Source: an optimization exercise on an open RTL-to-GDS flow (aim: small area, a short achievable clock period and few clock cycles). Production flows keep margins and buffers that such runs may drop.
Where RTL was checked, it was by simulation tests only, not by an equivalence proof against the original.
Power is estimated from default activity; no workload was simulated.

==> flow/design.v <==
module pae_a_encoder (
    input  wire       clk,
    input  wire       rst,
    input  wire       start,
    input  wire [3:0] cfg_width,
    input  wire       cfg_swap,
    input  wire [1:0] cfg_mode,
    output wire       busy,
    output wire       done,
    input  wire       in_valid,
    input  wire [7:0] in_data,
    output wire       in_ready,
    output wire       out_valid,
    output wire [7:0] out_data,
    input  wire       out_ready
);
    reg        act;             
    reg        dn;              
    reg [3:0]  wm1;             
    reg [1:0]  md;
    reg        plane;
    reg        first;           
    reg        fin;             
    reg [2:0]  ca;              
    reg [3:0]  cb, cc;
    reg [7:0]  ib, ib2;
    reg        ibv, ib2v;
    reg        rle;             
    reg [12:0] m;               
    reg [1:0]  ph;              
    reg [7:0]  chk;
    reg [3:0]  cln;
    reg        cv;
    reg [14:0] acc;
    reg [3:0]  lvl;
    assign busy      = act;
    assign done      = dn;
    assign out_valid = lvl[3];
    assign out_data  = acc[14:7];
    assign in_ready  = act && !ib2v;
    wire [1:0] p0 = ib[7:6], p1 = ib[5:4], p2 = ib[3:2], p3 = ib[1:0];
    wire z0 = (p0 == 2'd0), z1 = (p1 == 2'd0), z2 = (p2 == 2'd0), z3 = (p3 == 2'd0);
    wire allz = z0 & z1 & z2 & z3;
    wire last = (ca == 3'd0) && (cb == 4'd0) && (cc == 4'd0);
    wire [2:0] lz = !z0 ? 3'd0 : !z1 ? 3'd1 : !z2 ? 3'd2 : !z3 ? 3'd3 : 3'd4;
    wire [10:0] mh = m[12:2];
    reg  [10:0] mhi;
    reg         all1;
    integer j;
    always @(*) begin
        all1 = 1'b1;
        for (j = 0; j < 11; j = j + 1) begin
            mhi[j] = mh[j] ^ all1;
            all1   = all1 & mh[j];
        end
    end
    wire        c  = lz[2] || (lz[1:0] == 2'd3 && m[1:0] != 2'd0) ||
                     (lz[1:0] == 2'd2 && m[1]) || (lz[1:0] == 2'd1 && m[1:0] == 2'd3);
    wire [1:0]  lo = m[1:0] + lz[1:0];
    wire [12:0] mp = {c ? mhi : mh, lo};
    wire        xo = c && ((mh[10:1] & ~mh[9:0]) == 10'd0);
    reg  [12:0] mt;             
    reg         above;
    always @(*) begin
        above = 1'b0;
        mt = 13'd0;
        for (j = 12; j >= 2; j = j - 1) begin
            mt[j] = m[j] && !above;
            above = above || m[j];
        end
        mt[1] = !above;
    end
    wire [12:0] kt  = xo ? {mt[11:0], 1'b0} : mt;
    wire        big = |kt[12:7];                              
    reg  [6:0]  qa;
    reg  [3:0]  ql;
    always @(*) begin
        qa = 7'd0; ql = 4'd0;
        for (j = 1; j <= 6; j = j + 1)
            if (kt[j]) begin
                qa = qa | (mp[6:0] << (7 - j));
                ql = ql | (j + 1);
            end
        for (j = 7; j <= 12; j = j + 1)
            if (kt[j]) begin
                qa = qa | (mp[12:6] << (13 - j));
                ql = ql | (j - 5);
            end
    end
    wire [7:0] rc  = xo ? {2'b10, qa[6:1]} : {1'b0, qa};
    wire [3:0] rcl = xo ? ql + 4'd1 : ql;
    reg [7:0] h0; reg [3:0] l0;
    reg [7:0] h1; reg [3:0] l1;
    reg [7:0] t1; reg [3:0] tl;
    always @(*) begin
        h0 = 8'd0; l0 = 4'd0;
        if (z0) begin
            if (!rle) l0 = 4'd2;
        end else begin
            h0 = {p0, 6'd0}; l0 = 4'd2;
        end
        if (z1) begin
            if (!z0) l0 = l0 + 4'd2;
        end else if (z0 && !rle) begin
            h0 = {4'b0000, p1, 2'b00}; l0 = 4'd6;              
        end else begin
            h0 = h0 | ({p1, 6'd0} >> l0); l0 = l0 + 4'd2;
        end
    end
    always @(*) begin
        h1 = 8'd0; l1 = 4'd0;
        if (z2) begin
            if (!z1) l1 = 4'd2;
        end else if (z1 && !(rle && z0)) begin
            h1 = {1'b0, z0, p2, 4'd0}; l1 = 4'd4;             
        end else begin
            h1 = {p2, 6'd0}; l1 = 4'd2;
        end
        if (z3) begin
            if (!z2) l1 = l1 + 4'd2;
        end else if (z2 && !(rle && z0 && z1)) begin
            if (z1 && z0) begin                                
                h1 = {4'b1000, p3, 2'b00}; l1 = 4'd6;          
            end else begin
                h1 = h1 | ({1'b0, z1, p3, 4'd0} >> l1); l1 = l1 + 4'd4;
            end
        end else begin
            h1 = h1 | ({p3, 6'd0} >> l1); l1 = l1 + 4'd2;
        end
        t1 = 8'd0; tl = 4'd0;
        if (z3 && !(rle && allz)) begin
            if (!z2) begin                                     
                if (last) tl = 4'd2;
            end else if (!z1) begin                            
                if (last) begin t1 = 8'b01_000000; tl = 4'd2; end
            end else if (!z0) begin                            
                if (last) begin t1 = 8'b1000_0000; tl = 4'd4; end
                else      begin t1 = 8'b1_0000000; tl = 4'd1; end
            end else begin                                     
                if (last) begin t1 = 8'b1001_0000; tl = 4'd4; end
                else      begin t1 = 8'b1_0000000; tl = 4'd1; end
            end
        end
        h1 = h1 | (t1 >> l1);
        l1 = l1 + tl;
    end
    wire [7:0] hb = h0 | (h1 >> l0);
    wire [3:0] lb = l0 + l1;
    reg lng;
    always @(*) begin
        case ({rle, last, z0, z1, z2, z3})
        6'b00_0010, 6'b00_0100, 6'b00_0101, 6'b00_1000, 6'b00_1001, 6'b00_1010,
        6'b01_0001, 6'b01_0010, 6'b01_0100, 6'b01_0101, 6'b01_1000, 6'b01_1001,
        6'b01_1010, 6'b01_1011, 6'b01_1101,
        6'b10_0010, 6'b10_0100, 6'b10_0101,
        6'b11_0001, 6'b11_0010, 6'b11_0100, 6'b11_0101:
            lng = 1'b1;
        default:
            lng = 1'b0;
        endcase
    end
    wire tail_st  = !first && ph == 2'd0 && rle && (!allz || last);
    wire zero_st  = !first && ph == 2'd0 && rle && allz && !last;
    wire short_st = !first && (ph[1] || (ph == 2'd0 && !rle));
    wire consume  = zero_st || (short_st && (ph == 2'd3 || !lng));
    reg  [7:0] ch;
    reg  [3:0] cl;
    always @(*) begin
        ch = 8'd0; cl = 4'd0;
        if (first) begin
            if (!plane)          begin ch = {!z0, 7'd0};              cl = 4'd1; end
            else if (md == 2'd0) begin ch = {1'b0, !z0, 6'd0};        cl = 4'd2; end
            else                 begin ch = {1'b1, md[1], !z0, 5'd0}; cl = 4'd3; end
        end else if (ph == 2'd1) begin
            ch = {m[5:0], 2'b00}; cl = 4'd6;
        end else if (tail_st) begin
            ch = rc; cl = rcl;
        end else if (zero_st) begin
            ch = {xo, 7'd0}; cl = {3'd0, xo};
        end else if (ph == 2'd3) begin
            ch = h1; cl = l1;
        end else if (lng) begin
            ch = h0; cl = l0;
        end else begin
            ch = hb; cl = lb;
        end
    end
    wire        pop   = lvl[3] && out_ready;
    wire        ins   = cv && (!lvl[3] || out_ready);
    wire [14:0] acc_s = pop ? {acc[6:0], 8'd0} : acc;
    wire [3:0]  lvl_s = pop ? {1'b0, lvl[2:0]} : lvl;
    wire [14:0] acc_n = ins ? (acc_s | ({chk, 7'd0} >> lvl[2:0])) : acc_s;
    wire [3:0]  lvl_a = ins ? (lvl_s + cln) : lvl_s;
    wire        fl    = fin && (!cv || ins);                  
    wire [3:0]  lvl_n = (fl && lvl_a != 4'd0 && !lvl_a[3]) ? 4'd8 : lvl_a;
    wire go   = act && !fin && ibv && (!cv || ins);
    wire take = go && consume;
    always @(posedge clk) begin
        if (rst) begin
            act  <= 1'b0;
            dn   <= 1'b0;
            lvl  <= 4'd0;
            ibv  <= 1'b0;
            ib2v <= 1'b0;
            cv   <= 1'b0;
        end else if (start && !act) begin
            act   <= 1'b1;
            dn    <= 1'b0;
            wm1   <= cfg_width - 4'd1;
            md    <= cfg_mode;
            ca    <= 3'd7;
            cb    <= cfg_width - 4'd1;
            cc    <= cfg_width - 4'd1;
            plane <= 1'b0;
            first <= 1'b1;
            fin   <= 1'b0;
            ph    <= 2'd0;
            ibv   <= 1'b0;
            ib2v  <= 1'b0;
            cv    <= 1'b0;
            acc   <= {cfg_width, cfg_width, cfg_swap, 6'd0};
            lvl   <= 4'd9;
        end else begin
            dn <= 1'b0;
            if (act) begin
                if (take) begin
                    if (ib2v) begin
                        ib   <= ib2;
                        ib2v <= 1'b0;
                    end else if (in_valid && in_ready) begin
                        ib   <= in_data;
                    end else begin
                        ibv  <= 1'b0;
                    end
                end else if (in_valid && in_ready) begin
                    if (ibv) begin
                        ib2  <= in_data;
                        ib2v <= 1'b1;
                    end else begin
                        ib   <= in_data;
                        ibv  <= 1'b1;
                    end
                end
                acc <= acc_n;
                lvl <= lvl_n;
                if (go) begin
                    chk <= ch;
                    cln <= cl;
                    cv  <= 1'b1;
                end else if (ins) begin
                    cv  <= 1'b0;
                end
                if (go) begin
                    if (first) begin
                        first <= 1'b0;
                        rle   <= z0;
                        m     <= 13'd1;
                    end else if (take) begin
                        ph <= 2'd0;
                        if (zero_st) begin
                            m <= mp;
                        end else begin
                            rle <= z3;
                            m   <= (!z3) ? 13'd1 : (!z2) ? 13'd2 : (!z1) ? 13'd3 :
                                   (!z0) ? 13'd4 : 13'd5;
                        end
                        ca <= ca - 3'd1;
                        if (ca == 3'd0) begin
                            cb <= cb - 4'd1;
                            if (cb == 4'd0) begin
                                cb <= wm1;
                                cc <= cc - 4'd1;
                                if (cc == 4'd0) cc <= wm1;
                            end
                        end
                        if (last) begin
                            if (!plane) begin
                                plane <= 1'b1;
                                first <= 1'b1;
                            end else begin
                                fin <= 1'b1;
                            end
                        end
                    end else if (tail_st) begin
                        m  <= mp;
                        ph <= big ? 2'd1 : 2'd2;
                    end else if (ph == 2'd1) begin
                        ph <= 2'd2;
                    end else begin
                        ph <= 2'd3;
                    end
                end
                if (fl && lvl_n == 4'd0) begin
                    act <= 1'b0;
                    dn  <= 1'b1;
                end
            end
        end
    end
endmodule
Settings: LEC_CHECK=0, CAP_MARGIN=20, CORE_MARGIN=2, CORE_UTILIZATION=40, PLACE_DENSITY=0.6, SETUP_SLACK_MARGIN=3.0, SLEW_MARGIN=20; clock period 7.0 ns.
run.sh (not shown) runs the stock make flow with config.mk's settings and CLKGATE_MAP_FILE= SYNTH_SCRIPT=/design/flow/synth_recipe.tcl, a recipe that flattens the netlist after the stock synthesis.
The baseline went through all stages and came out clean.
Testbench counts at the start, summed over its fixed seeds: cycles 57,578.
Edit:
--- a/flow/design.v
+++ b/flow/design.v
@@ -42,20 +42,17 @@
     wire z0 = (p0 == 2'd0), z1 = (p1 == 2'd0), z2 = (p2 == 2'd0), z3 = (p3 == 2'd0);
     wire allz = z0 & z1 & z2 & z3;
     wire last = (ca == 3'd0) && (cb == 4'd0) && (cc == 4'd0);
     wire [2:0] lz = !z0 ? 3'd0 : !z1 ? 3'd1 : !z2 ? 3'd2 : !z3 ? 3'd3 : 3'd4;
     wire [10:0] mh = m[12:2];
     reg  [10:0] mhi;
-    reg         all1;
     integer j;
     always @(*) begin
-        all1 = 1'b1;
-        for (j = 0; j < 11; j = j + 1) begin
-            mhi[j] = mh[j] ^ all1;
-            all1   = all1 & mh[j];
-        end
+        mhi[0] = !mh[0];
+        for (j = 1; j < 11; j = j + 1)
+            mhi[j] = mh[j] ^ (&(mh | ~((11'd1 << j) - 11'd1)));
     end
     wire        c  = lz[2] || (lz[1:0] == 2'd3 && m[1:0] != 2'd0) ||
                      (lz[1:0] == 2'd2 && m[1]) || (lz[1:0] == 2'd1 && m[1:0] == 2'd3);
     wire [1:0]  lo = m[1:0] + lz[1:0];
     wire [12:0] mp = {c ? mhi : mh, lo};
     wire        xo = c && ((mh[10:1] & ~mh[9:0]) == 10'd0);
Final cell count stays flat.
Via count rises by 0.58%.
Total power grows by 3.2%.
Synthesized area is higher by 1.2%.
Critical path depth went down by 5.
Setup slack is worse by 0.039 ns.
Die area rose by 1.2%.
Utilization is about the same.
No functional check of the RTL was part of the second run of this note.

## afterwards: timing with drivers on the ports
Ports are ideal in the flow. The routed layouts listed here were re-timed in OpenROAD.
Step 1 (the two cells are an assumption about what drives the block):
set clk [get_ports {clk}]
set_driving_cell -lib_cell sky130_fd_sc_hd__clkbuf_16 $clk
set_driving_cell -lib_cell sky130_fd_sc_hd__buf_2 [delete_from_list [all_inputs] $clk]
Step 2, shift: input delay + t, output delay - t, t = (earliest + latest rising clock arrival at the registers) / 2. This alone moves slack from input paths to output paths.
a / b / c = no drivers / after step 1 / after step 2; a / b = the first two.
run | t, ns | setup slack, ns | hold WS [ns] | worst setup path at the end | cell pins on the clock port's net
the first run | 0.396 | 3.171 / 3.171 / 3.029 | 0.517 / 0.517 / 0.517 | input to register | 1
the second run | 0.401 | 3.133 / 3.133 / 2.851 | 0.528 / 0.528 / 0.528 | input to register | 1
After both steps every run listed still meets setup and hold. The setup slack of the second run, which loses most, moves by 0.000 ns with the drivers and by -0.282 ns with both steps.
